This design comes from an exercise in tuning for small area on the open sky130 flow, not from production work. The RTL was checked by simulation tests, not by an equivalence proof against the original design. Power is estimated from default activity; no workload was simulated.

==> inputs of build 75 <==
==> flow/design.v <==
module ck16v_fa (
    input  wire a,
    input  wire b,
    input  wire c,
    output wire s,
    output wire co
);
    assign s  = a ^ b ^ c;
    assign co = (a & b) | (c & (a ^ b));
endmodule
module ck16v_ha (
    input  wire a,
    input  wire b,
    output wire s,
    output wire co
);
    assign s  = a ^ b;
    assign co = a & b;
endmodule
module ck16v_add #(
    parameter integer W  = 8,
    parameter integer BW = 8,
    parameter integer CI = 0
) (
    input  wire [W-1:0]  a,
    input  wire [BW-1:0] b,
    input  wire          ci,
    output wire [W-1:0]  s,
    output wire          co
);
    wire [W:0] c;
    assign c[0] = ci;
    genvar i;
    generate
        for (i = 0; i < W; i = i + 1) begin : g
            if (i < BW) begin : f
                if (i == 0 && CI == 0) begin : h
                    ck16v_ha u (.a(a[i]), .b(b[i]), .s(s[i]), .co(c[i+1]));
                end else begin : x
                    ck16v_fa u (.a(a[i]), .b(b[i]), .c(c[i]), .s(s[i]), .co(c[i+1]));
                end
            end else begin : h
                ck16v_ha u (.a(a[i]), .b(c[i]), .s(s[i]), .co(c[i+1]));
            end
        end
    endgenerate
    assign co = c[W];
endmodule
module ck16v (
    input  wire              clk,
    input  wire              rst,
    input  wire              tick,
    input  wire [31:0]       enc_pos,
    input  wire              dec_req,
    input  wire              frame_present,
    input  wire [95:0]       fb,
    output wire              dec_ack,
    output wire              result_valid,
    output wire [7:0]        result_code,
    input  wire              cal_req,
    output wire              cal_ack,
    output wire              speed_set_stb,
    output wire [7:0]        speed_set_id,
    output wire [7:0]        speed_set_pct,
    output wire [7:0]        speed_set_dir,
    output wire              angle_set_stb,
    output wire [15:0]       angle_set_angle,
    output wire [7:0]        angle_set_dir,
    output wire              horn_stb,
    output wire [16:0]       horn_ms,
    output wire              light_stb,
    output wire [1:0]        light_ch,
    output wire              light_on,
    input  wire [31:0]       enc_payload,
    input  wire [7:0]        enc_id,
    output wire [95:0]       enc_frame,
    output wire [15:0]       enc_ck,
    output wire              busy,
    output wire              calibrated,
    output wire [1:0]        ctl_state,
    output wire [2:0]        ctl_status,
    output wire [6:0]        act_duty,
    output wire              act_dir
);
    wire [7:0]  es0;
    wire [8:0]  es1;
    wire [9:0]  es2, es3;
    wire        eco0, eco1, eco2, eco3;
    ck16v_add #(8, 8, 1)  u_e0 (.a(enc_payload[7:0]), .b(enc_payload[15:8]), .ci(1'b1),
                                .s(es0), .co(eco0));
    ck16v_add #(9, 8, 0)  u_e1 (.a({eco0, es0}), .b(enc_payload[23:16]), .ci(1'b0),
                                .s(es1), .co(eco1));
    ck16v_add #(10, 8, 0) u_e2 (.a({eco1, es1}), .b(enc_payload[31:24]), .ci(1'b0),
                                .s(es2), .co(eco2));
    ck16v_add #(10, 8, 0) u_e3 (.a(es2), .b(enc_id), .ci(1'b0), .s(es3), .co(eco3));
    wire [15:0] enc_sum = {5'd0, eco3, es3};
    assign enc_ck    = enc_sum;
    assign enc_frame = {16'h0D0A, enc_sum, 8'd1, enc_payload, enc_id, 16'hAA55};
    reg [1:0]  state;       
    reg [2:0]  status;
    reg        duty;        
    reg        dir;
    reg [6:0]  cnt;
    reg [32:0] x2;          
    reg [31:0] x3n;         
    reg        kc;          
    reg [4:0]  ga;          
    reg        gdir;        
    wire idle = ~state[0];
    assign busy       = state[0];
    assign calibrated = state[1];
    assign ctl_state  = state;
    assign ctl_status = status;
    assign act_duty   = {1'b0, duty, duty, 2'b00, duty, 1'b0};
    assign act_dir    = dir;
    wire [7:0]  f_id    = fb[23:16];
    wire [7:0]  p0      = fb[31:24];
    wire [7:0]  p1      = fb[39:32];
    wire [7:0]  p2      = fb[47:40];
    wire [7:0]  p3      = fb[55:48];
    wire [7:0]  f_count = fb[63:56];
    wire [15:0] f_cks   = fb[79:64];
    wire [7:0]  ds0;
    wire [8:0]  ds1;
    wire [9:0]  ds2, ds3;
    wire [10:0] ds4;
    wire        dco0, dco1, dco2, dco3, dco4;
    ck16v_add #(8, 8, 0)  u_d0 (.a(p0), .b(p1), .ci(1'b0), .s(ds0), .co(dco0));
    ck16v_add #(9, 8, 0)  u_d1 (.a({dco0, ds0}), .b(p2), .ci(1'b0), .s(ds1), .co(dco1));
    ck16v_add #(10, 8, 0) u_d2 (.a({dco1, ds1}), .b(p3), .ci(1'b0), .s(ds2), .co(dco2));
    ck16v_add #(10, 8, 0) u_d3 (.a(ds2), .b(f_id), .ci(1'b0), .s(ds3), .co(dco3));
    ck16v_add #(11, 8, 0) u_d4 (.a({dco3, ds3}), .b(f_count), .ci(1'b0), .s(ds4), .co(dco4));
    wire cks_ok = ({5'd0, ds4} == f_cks);
    wire marks_ok = (fb[15:0] == 16'hAA55) && (fb[95:80] == 16'h0D0A);
    wire ang_ok   = p2[7] ? (p2 == 8'hFF && p1 >= 8'h60) : (p2 == 8'h00 && p1 <= 8'd25);
    reg [3:0] rc;
    always @(*) begin
        if (!frame_present)
            rc = 4'd1;
        else if (!marks_ok)
            rc = 4'd2;
        else if (!cks_ok)
            rc = 4'd3;
        else begin
            case (f_id)
                8'd1: begin
                    if (p0 != 8'd1 && p0 != 8'd2)      rc = 4'd5;
                    else if (p1 > 8'd100)              rc = 4'd6;
                    else if (p2 != 8'd0 && p2 != 8'd1) rc = 4'd7;
                    else                               rc = 4'd0;
                end
                8'd2:    rc = ang_ok ? 4'd0 : 4'd8;
                8'd3:    rc = p1[7] ? 4'd9 : 4'd0;
                8'd4:    rc = (p1 > 8'd7) ? 4'd10 : 4'd0;
                8'd5:    rc = 4'd0;
                default: rc = 4'd4;
            endcase
        end
    end
    assign cal_ack      = ~rst & idle & cal_req;
    assign dec_ack      = ~rst & idle & ~cal_req & dec_req;
    assign result_valid = dec_ack;
    assign result_code  = dec_ack ? {4'd0, rc} : 8'd0;
    wire dec_ok = dec_ack && (rc == 4'd0);
    assign speed_set_stb   = dec_ok && (f_id == 8'd1);
    assign speed_set_id    = p0;
    assign speed_set_pct   = p1;
    assign speed_set_dir   = p2;
    assign angle_set_stb   = dec_ok && (f_id == 8'd2);
    assign angle_set_angle = {p2, p1};
    assign angle_set_dir   = p3;
    assign horn_stb        = dec_ok && (f_id == 8'd3);
    wire [6:0]  hq = p1[6:0];
    wire [11:0] horn_hi;
    wire        horn_co;
    ck16v_add #(12, 12, 1) u_h (.a({hq, hq[6:2]}), .b({5'b11111, ~hq}), .ci(1'b1),
                                .s(horn_hi), .co(horn_co));
    assign horn_ms         = {horn_hi, hq[1:0], 3'b000};
    assign light_stb       = dec_ok && (f_id == 8'd4);
    assign light_ch        = p1[2:1];
    assign light_on        = ~p1[0];
    wire [31:0] e  = enc_pos;
    wire [32:0] es = {e[31], e};
    wire [32:0] d0;
    wire        d0_co;
    ck16v_add #(33, 33, 1) u_d0s (.a(es), .b({x3n[31], x3n}), .ci(1'b1), .s(d0), .co(d0_co));
    wire near2 = (&d0[32:1]) | ~(|d0[32:1]) | (d0 == 33'd2);
    wire [32:0] rng;
    wire        rng_co;
    ck16v_add #(33, 33, 1) u_rng (.a(es), .b(~x2), .ci(1'b1), .s(rng), .co(rng_co));
    wire [32:0] ssum;
    wire        ssum_co;
    ck16v_add #(33, 33, 0) u_sum (.a(es), .b(x2), .ci(1'b0), .s(ssum), .co(ssum_co));
    wire [36:0] n9;
    wire        n9_co;
    ck16v_add #(34, 34, 0) u_n9 (.a({{4{d0[32]}}, d0[32:3]}), .b({d0[32], d0}), .ci(1'b0),
                                 .s(n9[36:3]), .co(n9_co));
    assign n9[2:0] = d0[2:0];
    wire [38:0] n45;
    wire        n45_co;
    ck16v_add #(37, 37, 0) u_n45 (.a({{2{n9[36]}}, n9[36:2]}), .b(n9), .ci(1'b0),
                                  .s(n45[38:2]), .co(n45_co));
    assign n45[1:0] = n9[1:0];
    wire [31:0] r = x2[31:0];
    wire one0 = ga[0];
    wire two0 = ga[1] & ~ga[0];
    wire neg0 = ga[1] ^ gdir;
    wire one1 = ga[2] ^ ga[1];
    wire two1 = ga[3] ? (~ga[2] & ~ga[1]) : (ga[2] & ga[1]);
    wire neg1 = ga[3] ^ gdir;
    wire one2 = ga[4] ^ ga[3];
    wire two2 = ga[4] & ga[3];
    wire neg2 = gdir;                      
    wire [32:0] m0 = ({33{one0}} & {1'b0, r}) | ({33{two0}} & {r, 1'b0});
    wire [32:0] m1 = ({33{one1}} & {1'b0, r}) | ({33{two1}} & {r, 1'b0});
    wire [32:0] m2 = ({33{one2}} & {1'b0, r}) | ({33{two2}} & {r, 1'b0});
    wire [33:0] pp0 = {neg0, m0 ^ {33{neg0}}};
    wire [33:0] pp1 = {neg1, m1 ^ {33{neg1}}};
    wire [33:0] pp2 = {neg2, m2 ^ {33{neg2}}};
    wire [36:0] x1;
    wire [1:0]  x1lo;
    wire        x1c, x1co;
    ck16v_add #(2, 1, 0) u_x1l (.a(pp0[1:0]), .b(neg0), .ci(1'b0), .s(x1lo), .co(x1c));
    ck16v_add #(35, 35, 1) u_x1 (.a({{3{pp0[33]}}, pp0[33:2]}), .b({pp1[33], pp1}), .ci(x1c),
                                 .s(x1[36:2]), .co(x1co));
    assign x1[1:0] = x1lo;
    wire [38:0] xs2;
    wire [1:0]  xs2m;
    wire        xs2c, xs2co;
    ck16v_add #(2, 1, 0) u_x2l (.a(x1[3:2]), .b(neg1), .ci(1'b0), .s(xs2m), .co(xs2c));
    ck16v_add #(35, 35, 1) u_x2 (.a({{2{x1[36]}}, x1[36:4]}), .b({pp2[33], pp2}), .ci(xs2c),
                                 .s(xs2[38:4]), .co(xs2co));
    assign xs2[3:0] = {xs2m, x1[1:0]};
    wire [41:0] w;
    wire        w_co;
    ck16v_add #(40, 40, 0) u_w (.a({{3{xs2[38]}}, xs2[38:2]}), .b({n45[38], n45}), .ci(1'b0),
                                .s(w[41:2]), .co(w_co));
    assign w[1:0] = xs2[1:0];
    reg signed [11:0] lo, hi;
    always @(*) begin
        case ({gdir, kc})
            2'b10:   begin lo = -12'sd735; hi = 12'sd524; end
            2'b11:   begin lo = -12'sd555; hi = 12'sd704; end
            2'b00:   begin lo = -12'sd540; hi = 12'sd719; end
            default: begin lo = -12'sd360; hi = 12'sd899; end
        endcase
    end
    wire w_neg   = w[41];
    wire w_small = w_neg ? (&w[41:11]) : ~(|w[41:11]);   
    wire signed [11:0] wl = w[11:0];
    wire below   = w_neg & (~w_small | (wl < lo));
    wire above   = ~w_neg & (~w_small | (wl > hi));
    wire in_tol  = ~below & ~above;
    wire fault   = x2[32];
    wire cnt_full = &cnt;
    wire [6:0] cnt_inc = cnt + 7'd1;
    wire match  = cnt[6] & near2;
    wire sweep  = duty;                  
    wire limit  = match & cnt_full;
    always @(posedge clk) begin
        if (rst) begin
            state  <= 2'd0;
            status <= 3'd0;
            duty   <= 1'b0;
            dir    <= 1'b0;
        end else if (idle) begin
            if (cal_req) begin
                state  <= 2'd1;
                cnt    <= 7'd0;
                x2     <= 33'd0;
                dir    <= 1'b0;
                duty   <= 1'b1;
                status <= 3'd0;
            end else if (angle_set_stb) begin
                ga   <= p2[7] ? 5'd0 : p1[4:0];
                gdir <= (p3 == 8'd1);
                cnt  <= 7'd0;
                if (state == 2'd0) begin
                    status <= 3'd3;
                end else begin
                    state  <= 2'd3;
                    status <= 3'd0;
                end
            end
        end else if (tick) begin
            if (!state[1]) begin
                if (!sweep) begin
                    if (cnt_full) begin
                        dir  <= 1'b1;
                        duty <= 1'b1;
                        cnt  <= 7'd0;
                    end else begin
                        cnt <= cnt_inc;
                    end
                end else if (limit) begin
                    duty <= 1'b0;
                    x2   <= rng;
                    if (!dir) begin
                        cnt <= 7'd28;
                    end else begin
                        x3n    <= ~ssum[32:1];
                        kc     <= ssum[0] & ssum[32];
                        state  <= 2'd2;
                        status <= 3'd1;
                    end
                end else begin
                    x3n <= ~e;
                    cnt <= match ? cnt_inc : 7'd118;
                end
            end else begin
                if (!duty && !cnt[6]) begin
                    if (fault || in_tol) begin
                        state  <= 2'd2;
                        status <= fault ? 3'd4 : 3'd2;
                    end else begin
                        dir  <= below;
                        duty <= 1'b1;
                        cnt  <= 7'd123;
                    end
                end else begin
                    if (cnt_full) begin
                        duty <= 1'b0;
                        cnt  <= duty ? 7'd123 : 7'd0;
                    end else begin
                        cnt <= cnt_inc;
                    end
                end
            end
        end
    end
endmodule
==> flow/flow/run.sh <==
#!/bin/bash
set -euo pipefail
bash standard.sh "BUFFER_PORTS_ARGS=-buffer_cell sky130_fd_sc_hd__buf_1" finish > standard_flow.log 2>&1
==> flow/standard.sh <==
#!/bin/bash
# synth_recipe.tcl (not shown) runs the flow's synth.tcl, then flattens the netlist and writes it again
# the make line also repeats each setting of config.mk as NAME=value (left out here)
make -C /OpenROAD-flow-scripts/flow DESIGN_CONFIG=/design/flow/config.mk WORK_HOME=/design/flow/orfs CLKGATE_MAP_FILE= SYNTH_SCRIPT=/design/flow/synth_recipe.tcl "${@:-finish}"
==> flow/config.mk <==
export PLATFORM = sky130hd
export DESIGN_NAME = ck16v
export DESIGN_NICKNAME = ck16v
export VERILOG_FILES = /design/flow/design.v
export SDC_FILE = /design/flow/constraint.sdc
export NUM_CORES = 4
export LEC_CHECK = 0
export CAP_MARGIN = 20
export CORE_MARGIN = 2
export CORE_UTILIZATION = 40
export SLEW_MARGIN = 20
export SYNTH_HIERARCHICAL = 1
export SYNTH_MINIMUM_KEEP_SIZE = 0
==> flow/constraint.sdc <==
create_clock -name core_clock -period 70.0 [get_ports {clk}]
set_input_delay 14.0000 -clock core_clock [delete_from_list [all_inputs] [get_ports {clk}]]
set_output_delay 14.0000 -clock core_clock [all_outputs]
set_load 0.01 [all_outputs]
==> build 44: changes against build 75 <==
==> flow/design.v, changed modules only <==
module ck16v_oai (
    input  wire onen,
    input  wire twon,
    input  wire rn,
    input  wire rln,
    output wire y
);
    assign y = ~((onen | rn) & (twon | rln));
endmodule
module ck16v_xor (
    input  wire a,
    input  wire b,
    output wire y
);
    assign y = a ^ b;
endmodule
module ck16v_bsel (
    input  wire onen,
    input  wire twon,
    input  wire neg,
    input  wire rn,
    input  wire rln,
    output wire p
);
    wire y;
    ck16v_oai u_a (.onen(onen), .twon(twon), .rn(rn), .rln(rln), .y(y));
    ck16v_xor u_x (.a(y), .b(neg), .y(p));
endmodule
module ck16v_add #(
    parameter integer W    = 8,
    parameter integer BW   = 8,
    parameter integer CI   = 0
) (
    input  wire [W-1:0]  a,
    input  wire [BW-1:0] b,
    input  wire          ci,
    output wire [W-1:0]  s,
    output wire          co
);
    wire [W:0] c;
    assign c[0] = ci;
    genvar i;
    generate
        for (i = 0; i < W; i = i + 1) begin : g
            if (i < BW) begin : f
                if (i == 0 && CI == 0) begin : h
                    ck16v_ha u (.a(a[i]), .b(b[i]), .s(s[i]), .co(c[i+1]));
                end else begin : x
                    ck16v_fa u (.a(a[i]), .b(b[i]), .c(c[i]), .s(s[i]), .co(c[i+1]));
                end
            end else begin : h
                ck16v_ha u (.a(a[i]), .b(c[i]), .s(s[i]), .co(c[i+1]));
            end
        end
    endgenerate
    assign co = c[W];
endmodule
module ck16v (
    input  wire              clk,
    input  wire              rst,
    input  wire              tick,
    input  wire [31:0]       enc_pos,
    input  wire              dec_req,
    input  wire              frame_present,
    input  wire [95:0]       fb,
    output wire              dec_ack,
    output wire              result_valid,
    output wire [7:0]        result_code,
    input  wire              cal_req,
    output wire              cal_ack,
    output wire              speed_set_stb,
    output wire [7:0]        speed_set_id,
    output wire [7:0]        speed_set_pct,
    output wire [7:0]        speed_set_dir,
    output wire              angle_set_stb,
    output wire [15:0]       angle_set_angle,
    output wire [7:0]        angle_set_dir,
    output wire              horn_stb,
    output wire [16:0]       horn_ms,
    output wire              light_stb,
    output wire [1:0]        light_ch,
    output wire              light_on,
    input  wire [31:0]       enc_payload,
    input  wire [7:0]        enc_id,
    output wire [95:0]       enc_frame,
    output wire [15:0]       enc_ck,
    output wire              busy,
    output wire              calibrated,
    output wire [1:0]        ctl_state,
    output wire [2:0]        ctl_status,
    output wire [6:0]        act_duty,
    output wire              act_dir
);
    wire [7:0]  es0;
    wire [8:0]  es1;
    wire [9:0]  es2, es3;
    wire        eco0, eco1, eco2, eco3;
    ck16v_add #(8, 8, 1)  u_e0 (.a(enc_payload[7:0]), .b(enc_payload[15:8]), .ci(1'b1),
                                .s(es0), .co(eco0));
    ck16v_add #(9, 8, 0)  u_e1 (.a({eco0, es0}), .b(enc_payload[23:16]), .ci(1'b0),
                                .s(es1), .co(eco1));
    ck16v_add #(10, 8, 0) u_e2 (.a({eco1, es1}), .b(enc_payload[31:24]), .ci(1'b0),
                                .s(es2), .co(eco2));
    ck16v_add #(10, 8, 0) u_e3 (.a(es2), .b(enc_id), .ci(1'b0), .s(es3), .co(eco3));
    wire [15:0] enc_sum = {5'd0, eco3, es3};
    assign enc_ck    = enc_sum;
    assign enc_frame = {16'h0D0A, enc_sum, 8'd1, enc_payload, enc_id, 16'hAA55};
    reg [1:0]  state;       
    reg [2:0]  status;
    reg        duty;        
    reg        dir;
    reg [6:0]  cnt;
    reg [32:0] x2n;         
    reg [31:0] x3n;         
    reg        kc;          
    reg [4:0]  ga;          
    reg        gdir;        
    wire idle = ~state[0];
    assign busy       = state[0];
    assign calibrated = state[1];
    assign ctl_state  = state;
    assign ctl_status = status;
    assign act_duty   = {1'b0, duty, duty, 2'b00, duty, 1'b0};
    assign act_dir    = dir;
    wire [7:0]  f_id    = fb[23:16];
    wire [7:0]  p0      = fb[31:24];
    wire [7:0]  p1      = fb[39:32];
    wire [7:0]  p2      = fb[47:40];
    wire [7:0]  p3      = fb[55:48];
    wire [7:0]  f_count = fb[63:56];
    wire [15:0] f_cks   = fb[79:64];
    wire [7:0]  ds0;
    wire [8:0]  ds1;
    wire [9:0]  ds2, ds3;
    wire [10:0] ds4;
    wire        dco0, dco1, dco2, dco3, dco4;
    ck16v_add #(8, 8, 0)  u_d0 (.a(p0), .b(p1), .ci(1'b0), .s(ds0), .co(dco0));
    ck16v_add #(9, 8, 0)  u_d1 (.a({dco0, ds0}), .b(p2), .ci(1'b0), .s(ds1), .co(dco1));
    ck16v_add #(10, 8, 0) u_d2 (.a({dco1, ds1}), .b(p3), .ci(1'b0), .s(ds2), .co(dco2));
    ck16v_add #(10, 8, 0) u_d3 (.a(ds2), .b(f_id), .ci(1'b0), .s(ds3), .co(dco3));
    ck16v_add #(11, 8, 0) u_d4 (.a({dco3, ds3}), .b(f_count), .ci(1'b0), .s(ds4), .co(dco4));
    wire cks_ok = ({5'd0, ds4} == f_cks);
    wire marks_ok = (fb[15:0] == 16'hAA55) && (fb[95:80] == 16'h0D0A);
    wire ang_ok   = p2[7] ? (p2 == 8'hFF && p1 >= 8'h60) : (p2 == 8'h00 && p1 <= 8'd25);
    reg [3:0] rc;
    always @(*) begin
        if (!frame_present)
            rc = 4'd1;
        else if (!marks_ok)
            rc = 4'd2;
        else if (!cks_ok)
            rc = 4'd3;
        else begin
            case (f_id)
                8'd1: begin
                    if (p0 != 8'd1 && p0 != 8'd2)      rc = 4'd5;
                    else if (p1 > 8'd100)              rc = 4'd6;
                    else if (p2 != 8'd0 && p2 != 8'd1) rc = 4'd7;
                    else                               rc = 4'd0;
                end
                8'd2:    rc = ang_ok ? 4'd0 : 4'd8;
                8'd3:    rc = p1[7] ? 4'd9 : 4'd0;
                8'd4:    rc = (p1 > 8'd7) ? 4'd10 : 4'd0;
                8'd5:    rc = 4'd0;
                default: rc = 4'd4;
            endcase
        end
    end
    assign cal_ack      = ~rst & idle & cal_req;
    assign dec_ack      = ~rst & idle & ~cal_req & dec_req;
    assign result_valid = dec_ack;
    assign result_code  = dec_ack ? {4'd0, rc} : 8'd0;
    wire dec_ok = dec_ack && (rc == 4'd0);
    assign speed_set_stb   = dec_ok && (f_id == 8'd1);
    assign speed_set_id    = p0;
    assign speed_set_pct   = p1;
    assign speed_set_dir   = p2;
    assign angle_set_stb   = dec_ok && (f_id == 8'd2);
    assign angle_set_angle = {p2, p1};
    assign angle_set_dir   = p3;
    assign horn_stb        = dec_ok && (f_id == 8'd3);
    wire [6:0]  hq = p1[6:0];
    wire [11:0] horn_hi;
    wire        horn_co;
    ck16v_add #(12, 12, 1) u_h (.a({hq, hq[6:2]}), .b({{5{f_id[0]}}, ~hq}), .ci(f_id[0]),
                                .s(horn_hi), .co(horn_co));
    assign horn_ms         = {horn_hi, hq[1:0], 3'b000};
    assign light_stb       = dec_ok && (f_id == 8'd4);
    assign light_ch        = p1[2:1];
    assign light_on        = ~p1[0];
    wire [31:0] e  = enc_pos;
    wire [32:0] es = {e[31], e};
    wire [32:0] d0;
    wire        d0_co;
    ck16v_add #(33, 33, 1) u_d0s (.a(es), .b({x3n[31], x3n}), .ci(~(state[1] & kc)), .s(d0), .co(d0_co));
    wire near2 = (&d0[32:1]) | ~(|d0[32:1]) | (d0 == 33'd2);
    wire cnt_full = &cnt;
    wire match  = cnt[6] & near2;
    wire limit  = match & cnt_full;
    wire [32:0] rng;
    wire        rng_co;
    ck16v_add #(33, 33, 1) u_rng (.a(es), .b(x2n), .ci(dir), .s(rng), .co(rng_co));
    wire        glim = state[0] & limit;
    wire [32:0] rngn = ~rng & {33{glim}};
    wire [31:0] uh;
    wire        uh_co;
    ck16v_add #(32, 32, 1) u_sum (.a(e), .b(rngn[32:1]), .ci(rngn[0]), .s(uh), .co(uh_co));
    wire [36:0] n9;
    wire        n9_co;
    ck16v_add #(32, 32, 0) u_n9 (.a({{2{d0[32]}}, d0[32:3]}), .b(d0[31:0]), .ci(1'b0),
                                 .s(n9[34:3]), .co(n9_co));
    assign n9[36:35] = {d0[32], n9_co};
    assign n9[2:0]   = d0[2:0];
    wire [38:0] n45;
    wire        n45_co;
    ck16v_add #(36, 36, 0) u_n45 (.a({n9[36], n9[36:2]}), .b(n9[35:0]), .ci(1'b0),
                                  .s(n45[37:2]), .co(n45_co));
    assign n45[38]  = n45_co;
    assign n45[1:0] = n9[1:0];
    wire [31:0] rn = x2n[31:0];       
    wire one0 = ga[0];
    wire two0 = ga[1] & ~ga[0];
    wire neg0 = ga[1] ^ gdir;
    wire one1 = ga[2] ^ ga[1];
    wire two1 = ga[3] ? (~ga[2] & ~ga[1]) : (ga[2] & ga[1]);
    wire neg1 = ga[3] ^ gdir;
    wire one2 = ga[4] ^ ga[3];
    wire two2 = ga[4] & ga[3];
    wire neg2 = gdir;                      
    wire one0n = ~one0, two0n = ~two0;
    wire one1n = ~one1, two1n = ~two1;
    wire one2n = ~one2, two2n = ~two2;
    wire [33:0] pp0, pp1, pp2;
    assign pp0[33] = neg0;
    assign pp1[33] = neg1;
    assign pp2[33] = neg2;
    genvar j;
    generate
        for (j = 0; j < 33; j = j + 1) begin : bs
            if (j == 0) begin : l
                assign pp0[j] = (one0 & ~rn[j]) ^ neg0;
                assign pp1[j] = (one1 & ~rn[j]) ^ neg1;
                assign pp2[j] = (one2 & ~rn[j]) ^ neg2;
            end else if (j == 32) begin : h
                assign pp0[j] = (two0 & ~rn[j-1]) ^ neg0;
                assign pp1[j] = (two1 & ~rn[j-1]) ^ neg1;
                assign pp2[j] = (two2 & ~rn[j-1]) ^ neg2;
            end else begin : m
                ck16v_bsel u0 (.onen(one0n), .twon(two0n), .neg(neg0), .rn(rn[j]), .rln(rn[j-1]), .p(pp0[j]));
                ck16v_bsel u1 (.onen(one1n), .twon(two1n), .neg(neg1), .rn(rn[j]), .rln(rn[j-1]), .p(pp1[j]));
                ck16v_bsel u2 (.onen(one2n), .twon(two2n), .neg(neg2), .rn(rn[j]), .rln(rn[j-1]), .p(pp2[j]));
            end
        end
    endgenerate
    wire [36:0] x1;
    wire [1:0]  x1lo;
    wire        x1c, x1co;
    ck16v_add #(2, 1, 0) u_x1l (.a(pp0[1:0]), .b(neg0), .ci(1'b0), .s(x1lo), .co(x1c));
    ck16v_add #(35, 35, 1) u_x1 (.a({{3{pp0[33]}}, pp0[33:2]}), .b({pp1[33], pp1}), .ci(x1c),
                                 .s(x1[36:2]), .co(x1co));
    assign x1[1:0] = x1lo;
    wire [37:0] xs2;
    wire [1:0]  xs2m;
    wire        xs2c, xs2co;
    ck16v_add #(2, 1, 0) u_x2l (.a(x1[3:2]), .b(neg1), .ci(1'b0), .s(xs2m), .co(xs2c));
    ck16v_add #(34, 34, 1) u_x2 (.a({x1[36], x1[36:4]}), .b(pp2), .ci(xs2c),
                                 .s(xs2[37:4]), .co(xs2co));
    assign xs2[3:0] = {xs2m, x1[1:0]};
    wire [40:0] w;
    wire        w_co;
    ck16v_add #(39, 39, 0) u_w (.a({{3{xs2[37]}}, xs2[37:2]}), .b(n45), .ci(1'b0),
                                .s(w[40:2]), .co(w_co));
    assign w[1:0] = xs2[1:0];
    wire w_neg   = w[40];
    wire w_hi1   = &w[40:11];
    wire w_hi0   = ~(|w[40:11]);
    wire [10:0] wl = w[10:0];
    wire lo_in   = gdir ? (wl >= 11'd1313) : (wl >= 11'd1508);    
    wire hi_in   = gdir ? (wl <= 11'd524)  : (wl <= 11'd719);
    wire below   = w_neg & ~(w_hi1 & lo_in);
    wire above   = ~w_neg & ~(w_hi0 & hi_in);
    wire in_tol  = ~below & ~above;
    wire fault   = ~x2n[32];
    wire [6:0] cnt_inc = cnt + 7'd1;
    wire sweep  = duty;                  
    always @(posedge clk) begin
        if (rst) begin
            state  <= 2'd0;
            status <= 3'd0;
            duty   <= 1'b0;
            dir    <= 1'b0;
        end else if (idle) begin
            if (cal_req) begin
                state  <= 2'd1;
                cnt    <= 7'd0;
                x2n    <= rngn;
                dir    <= 1'b0;
                duty   <= 1'b1;
                status <= 3'd0;
            end else if (angle_set_stb) begin
                ga   <= p2[7] ? 5'd0 : p1[4:0];
                gdir <= (p3 == 8'd1);
                cnt  <= 7'd0;
                if (state == 2'd0) begin
                    status <= 3'd3;
                end else begin
                    state  <= 2'd3;
                    status <= 3'd0;
                end
            end
        end else if (tick) begin
            if (!state[1]) begin
                if (!sweep) begin
                    if (cnt_full) begin
                        dir  <= 1'b1;
                        duty <= 1'b1;
                        cnt  <= 7'd0;
                    end else begin
                        cnt <= cnt_inc;
                    end
                end else if (limit) begin
                    duty <= 1'b0;
                    x2n  <= rngn;
                    x3n  <= ~uh;
                    if (!dir) begin
                        cnt <= 7'd28;
                    end else begin
                        kc     <= ~rngn[0] & uh[31];
                        state  <= 2'd2;
                        status <= 3'd1;
                    end
                end else begin
                    x3n <= ~uh;
                    cnt <= match ? cnt_inc : 7'd118;
                end
            end else begin
                if (!duty && !cnt[6]) begin
                    if (fault || in_tol) begin
                        state  <= 2'd2;
                        status <= fault ? 3'd4 : 3'd2;
                    end else begin
                        dir  <= below;
                        duty <= 1'b1;
                        cnt  <= 7'd123;
                    end
                end else begin
                    if (cnt_full) begin
                        duty <= 1'b0;
                        cnt  <= duty ? 7'd123 : 7'd0;
                    end else begin
                        cnt <= cnt_inc;
                    end
                end
            end
        end
    end
endmodule
- CORE_UTILIZATION: 40 -> 55
- CTS_BUF_LIST: unset -> sky130_fd_sc_hd__clkbuf_8
==> impl_metrics.py <==
metrics = {
    "power": {
        "pg_clk_uw": 48.6,
    },
    "route": {
        "vias": 10730,
    },
    "clocking": {
        "cts_root_buffer": "clkbuf_16",
    },
    "outcome": {
        "status": "finished clean",
    },
}
# the run above: build 75

==> impl_metrics.py <==
metrics = {
    "outcome": {
        "status": "finished clean",
    },
    "route": {
        "vias": 9773,
    },
    "final_layout": {
        "finish.utilization_pct": 59.14,
    },
    "worst_setup_path": {
        "setup.worst_path.end": "kc$_DFFE_PP_",
    },
}
# the run above: build 44

-- static timing again, ports no longer ideal --
No port has a modelled driver above. Below, the same layouts with a new extraction and two added sets of constraints.
Step 1 (the two cells are an assumption about what drives the block):
set clk [get_ports {clk}]
set_driving_cell -lib_cell sky130_fd_sc_hd__clkbuf_16 $clk
set_driving_cell -lib_cell sky130_fd_sc_hd__buf_2 [delete_from_list [all_inputs] $clk]
Step 2 moves the port delays by t, midway between the first and last clock arrival at a register: inputs arrive t later, outputs are due t later. That takes back most of the time a late clock gives input paths.
Three values: no drivers, after step 1, after step 2; two values: the first two.
| run | shift t [ns] | slack for setup (ns) | clock arrival spread, ns | worst slew at a driven data input, ns |
|---|---|---|---|---|
| build 75 | 0.408 | 34.303 / 34.266 / 34.266 | 0.011 / 0.011 | 0.10 |
| build 44 | 0.434 | 28.108 / 28.129 / 27.695 | 0.023 / 0.023 | 0.09 |
After both steps every run listed still meets setup and hold. The setup slack of build 44, which loses most, moves by +0.021 ns with the drivers and by -0.413 ns with both steps.
